This is an optimization exercise on Yosys and OpenROAD, whose aim is small area, a short achievable clock period and few clock cycles, not a production implementation.
RTL that was checked went through simulation tests only; none was proved equivalent to the original.
Power is estimated from default activity; no workload was simulated.

==> job 7058 <==
// eddy_urlenc
module eddy_urlenc (
    input  wire          clk,
    input  wire          rst,            
    input  wire          start,
    input  wire [6:0]    in_len,         
    input  wire [1015:0] txt_in,         
    output reg           busy,
    output reg           done,
    output reg           err,
    output reg  [2:0]    err_code,
    output reg  [4:0]    out_len,        
    output reg  [135:0]  out_buf         
);
Settings: LEC_CHECK=0, CAP_MARGIN=20, CORE_MARGIN=2, CORE_UTILIZATION=20, SLEW_MARGIN=20; clock period 10.0 ns.
run.sh (not shown) runs the stock make flow with config.mk's settings and CLKGATE_MAP_FILE= SYNTH_SCRIPT=/design/flow/synth_recipe.tcl, a recipe that flattens the netlist after the stock synthesis.
==> job 4641 (differences from job 7058) <==
--- a/flow/design.v
+++ b/flow/design.v
@@ -13,39 +13,52 @@
 );
     localparam [2:0] E_INVALID_ARG = 3'd1,
                      E_LENGTH      = 3'd4,
                      E_SCHEME      = 3'd5;
     localparam NT = 107;                 
     localparam W  = 21;                  
-    reg [6:0] dd;          
-    reg [4:0] o;           
+    reg [6:0]  dd;         
+    reg [6:0]  rr;         
+    reg [16:1] go;         
     wire [95:0] head = txt_in[95:0];
     wire m_https_www = (in_len >= 7'd12) && (head[95:0] == {".www//:sptth"});
     wire m_http_www  = (in_len >= 7'd11) && (head[87:0] == {".www//:ptth"});
     wire m_https     = (in_len >= 7'd8)  && (head[63:0] == {"//:sptth"});
     wire m_http      = (in_len >= 7'd7)  && (head[55:0] == {"//:ptth"});
     wire       m_any = m_https_www | m_http_www | m_https | m_http;
     wire [1:0] pfx   = m_https_www ? 2'd1 : m_http_www ? 2'd0 : m_https ? 2'd3 : 2'd2;
     wire [2:0] st7   = m_https_www ? 3'd5 : m_http_www ? 3'd4 : m_https ? 3'd1 : 3'd0;
     wire [6:0] cd  = busy ? dd : {4'd0, st7};
-    wire [6:0] rem = in_len - 7'd7 - cd;     
-    wire [8*(NT+64)-1:0] s7 = {{(8*64){1'b0}}, txt_in[8*7 +: 8*NT]};
-    wire [8*(63+W)-1:0]  s6;
-    wire [8*(31+W)-1:0]  s5;
-    wire [8*(15+W)-1:0]  s4;
-    wire [8*(7+W)-1:0]   s3;
-    wire [8*(3+W)-1:0]   s2;
-    wire [8*(1+W)-1:0]   s1;
-    wire [8*W-1:0]       win;
-    assign s6  = cd[6] ? s7[8*64 +: 8*(63+W)] : s7[0 +: 8*(63+W)];
-    assign s5  = cd[5] ? s6[8*32 +: 8*(31+W)] : s6[0 +: 8*(31+W)];
-    assign s4  = cd[4] ? s5[8*16 +: 8*(15+W)] : s5[0 +: 8*(15+W)];
-    assign s3  = cd[3] ? s4[8*8  +: 8*(7+W)]  : s4[0 +: 8*(7+W)];
-    assign s2  = cd[2] ? s3[8*4  +: 8*(3+W)]  : s3[0 +: 8*(3+W)];
-    assign s1  = cd[1] ? s2[8*2  +: 8*(1+W)]  : s2[0 +: 8*(1+W)];
-    assign win = cd[0] ? s1[8*1  +: 8*W]      : s1[0 +: 8*W];
+    wire [6:0] rem = busy ? rr :
+                     m_https_www ? in_len - 7'd12 : m_http_www ? in_len - 7'd11 :
+                     m_https     ? in_len - 7'd8  : in_len - 7'd7;
+    wire [8*(NT+96+W)-1:0] s7 = {{(8*(96+W)){1'b0}}, txt_in[8*7 +: 8*NT]};
+    reg  [8*(31+W)-1:0] s5;
+    reg  [8*(7+W)-1:0]  s3;
+    reg  [8*(1+W)-1:0]  s1;
+    wire [8*W-1:0]      win = cd[0] ? s1[8 +: 8*W] : s1[0 +: 8*W];
+    always @(*) begin
+        case (cd[6:5])
+            2'd0: s5 = s7[0     +: 8*(31+W)];
+            2'd1: s5 = s7[8*32  +: 8*(31+W)];
+            2'd2: s5 = s7[8*64  +: 8*(31+W)];
+            default: s5 = s7[8*96 +: 8*(31+W)];
+        endcase
+        case (cd[4:3])
+            2'd0: s3 = s5[0     +: 8*(7+W)];
+            2'd1: s3 = s5[8*8   +: 8*(7+W)];
+            2'd2: s3 = s5[8*16  +: 8*(7+W)];
+            default: s3 = s5[8*24 +: 8*(7+W)];
+        endcase
+        case (cd[2:1])
+            2'd0: s1 = s3[0     +: 8*(1+W)];
+            2'd1: s1 = s3[8*2   +: 8*(1+W)];
+            2'd2: s1 = s3[8*4   +: 8*(1+W)];
+            default: s1 = s3[8*6 +: 8*(1+W)];
+        endcase
+    end
     function [7:0] wc(input integer k);
         wc = win[8*k +: 8];
     endfunction
     reg [15:0] hit;
     reg [16:0] inv, vld;
     reg [3:0]  code [0:15];
@@ -82,48 +95,57 @@
                 code[j] = sl3 ? {1'b0, base} : {1'b0, base} + 4'd7;
                 slen[j] = sl3 ? 3'd5 : 3'd4;
             end
             sym[j] = hit[j] ? {4'd0, code[j]} : wc(j);
         end
     end
-    reg [16:0] geo;          
-    reg [15:0] cand;         
-    reg [16:0] pre;          
-    reg [16:0] lit;          
-    reg [15:0] first;        
-    reg [15:0] wr;           
-    reg        found, e_inv;
-    reg [4:0]  p1;           
-    reg [2:0]  lp;           
-    always @(*) begin
-        for (j = 0; j <= 16; j = j + 1)
-            geo[j] = (j >= o);
+    wire [16:0] geo = busy ? {go, 1'b0} : 17'h1ffff;
+    reg  [15:0] cand;        
+    reg  [16:0] pre;         
+    reg  [16:0] lit;         
+    reg  [15:0] first;       
+    reg  [15:0] wr;          
+    reg  [16:1] go_nxt;
+    reg  [2:0]  lp;          
+    reg  [4:0]  p2;          
+    reg         found, e_inv, fin_m;
+    always @(*) begin
         cand = hit & geo[15:0];
         pre[0] = ~cand[0];
         for (j = 1; j < 16; j = j + 1)
             pre[j] = pre[j-1] & ~cand[j];
         pre[16] = pre[15];
         found = ~pre[15];
         first[0] = cand[0];
         for (j = 1; j < 16; j = j + 1)
             first[j] = cand[j] & pre[j-1];
         lit = geo & pre & vld;
         e_inv = |(lit & inv);
         wr = lit[15:0] | first;
-        p1 = 5'd0;
+        for (j = 1; j <= 16; j = j + 1)
+            go_nxt[j] = ~pre[j-1];
         lp = 3'd0;
+        p2 = 5'd0;
+        fin_m = 1'b0;
         for (j = 0; j < 16; j = j + 1)
             if (first[j]) begin
-                p1 = j + 1;
                 lp = slen[j];
+                p2 = j + 2;
+                fin_m = (rem == j + slen[j]);
             end
     end
-    wire e_len  = !found && !e_inv && vld[16];
-    wire fin    = found ? ({2'd0, p1} + {4'd0, lp} == rem + 7'd1) : !vld[16];
-    wire last   = fin || e_inv || e_len;
-    wire [4:0] olast = found ? p1 : rem[4:0];
+    wire e_len = !found && !e_inv && vld[16];
+    wire fin   = found ? fin_m : !vld[16];
+    reg [6:0] dd_nxt, rr_nxt;
+    always @(*) begin
+        case (lp)
+            3'd4:    begin dd_nxt = cd + 7'd3; rr_nxt = rem - 7'd3; end
+            3'd5:    begin dd_nxt = cd + 7'd4; rr_nxt = rem - 7'd4; end
+            default: begin dd_nxt = cd + 7'd5; rr_nxt = rem - 7'd5; end
+        endcase
+    end
     reg [127:0] body_nxt;
     integer b;
     always @(*) begin
         for (b = 0; b < 16; b = b + 1)
             body_nxt[8*b +: 8] = wr[b] ? sym[b] : (busy ? out_buf[8 + 8*b +: 8] : 8'd0);
     end
@@ -139,43 +161,43 @@
         begin
             clear_results;
             err      <= 1'b1;
             err_code <= code;
             done     <= 1'b1;
             busy     <= 1'b0;
-            o        <= 5'd0;
         end
     endtask
     always @(posedge clk) begin
         if (rst) begin
             busy  <= 1'b0;
             done  <= 1'b0;
             dd    <= 7'd0;
-            o     <= 5'd0;
+            rr    <= 7'd0;
+            go    <= 16'd0;
             clear_results;
         end else begin
             done <= 1'b0;
             if (busy || start) begin
                 if (!busy && in_len == 7'd0) fail(E_INVALID_ARG);
                 else if (!busy && !m_any) fail(E_SCHEME);
                 else if (e_inv) fail(E_INVALID_ARG);
                 else if (e_len) fail(E_LENGTH);
                 else begin
                     if (!busy) out_buf[7:0] <= {6'd0, pfx};
                     out_buf[135:8] <= body_nxt;
-                    dd <= cd + {4'd0, lp} - {6'd0, |lp};
+                    dd <= dd_nxt;
+                    rr <= rr_nxt;
+                    go <= go_nxt;
                     if (fin) begin
                         err      <= 1'b0;
                         err_code <= 3'd0;
-                        out_len  <= olast + 5'd1;
+                        out_len  <= found ? p2 : rem[4:0] + 5'd1;
                         done     <= 1'b1;
                         busy     <= 1'b0;
-                        o        <= 5'd0;
                     end else begin
                         busy     <= 1'b1;
-                        o        <= p1;
                     end
                 end
             end
         end
     end
 endmodule
==> flow/config.mk (replaced) <==
export PLATFORM = sky130hd
export DESIGN_NAME = eddy_urlenc
export DESIGN_NICKNAME = eddy_urlenc
export VERILOG_FILES = /design/flow/design.v
export SDC_FILE = /design/flow/constraint.sdc
export NUM_CORES = 4
export LEC_CHECK = 0
export ABC_AREA = 1
export CAP_MARGIN = 20
export CORE_MARGIN = 2
export CORE_UTILIZATION = 20
export SLEW_MARGIN = 20
==> comparison table <==
|  | job 7058 | job 4641 |
|---|---|---|
| Clock period minus worst slack | 10320 ps | 9600 ps |
| Resized Gates After CTS | 317 | 0 |
| Area fraction in and, or, nand and nor cells after synthesis | 0.321 | 0.593 |
| Fraction of synthesized cell area in xor and xnor cells | 0.00868 | 0.00710 |
| Sequential area share after synthesis | 0.0616 | 0.0788 |
| Sequential cell count of the final layout | 152 | 170 |
| Detailed-route via count | 93502 | 76976 |
| Post-layout total power | 4.12 mW | 3.34 mW |
| Met3 routed WL | 96400 um | 60200 um |
| Power of the sequential group | 0.605 mW | 0.701 mW |
| Final cell area excluding filler cells | 0.0946 sq mm | 0.0709 sq mm |
| CP most frequent cell | buf_4 | nand2_1 |
| Switching power as a share of total power | 0.465 | 0.448 |
| Number of clock buffer instances in the layout | 17 | 21 |
| Growth of design area from synthesis to finish | 91.3% | 64.1% |
| Row cnt | 182 | 170 |
| First-pass GRT wire length | 867000 um | 610000 um |
| Status | complete, but fails checks | complete, no violations |
| Layout check failures | negative setup slack | - |
Testbench counts of job 4641, summed over its fixed seeds: cycles 2,090.
Only the layout flow was run in job 7058; the RTL was not checked for function there.

==> afterwards: timing with drivers on the ports <==
Ports are ideal in the flow. The routed layouts listed here were re-timed in OpenROAD. Step 1: set_driving_cell puts a clkbuf_16 on clk and a buf_2 on each other input, an assumption about the parent block. Step 2 adds t to the input delays and takes it off the output delays; t is the mean of the earliest and latest rising clock arrival at the registers after step 1. Input paths then give back, and output paths get back, about the clock's delay inside the block. a / b / c = ideal / step 1 / step 2; a / b = the first two.
run	shift t [ns]	setup WS [ns]	latest minus earliest clock arrival (ns)	worst data-port slew with drivers (ns)
job 7058	0.584	-0.323 / -0.347 / -0.931	0.034 / 0.034	0.41
job 4641	0.583	0.403 / 0.420 / -0.163	0.030 / 0.030	0.46
With both steps, setup timing fails in job 4641, where it was met with ideal ports. The setup slack of job 7058, which loses most, moves by -0.024 ns with the drivers and by -0.608 ns with both steps.
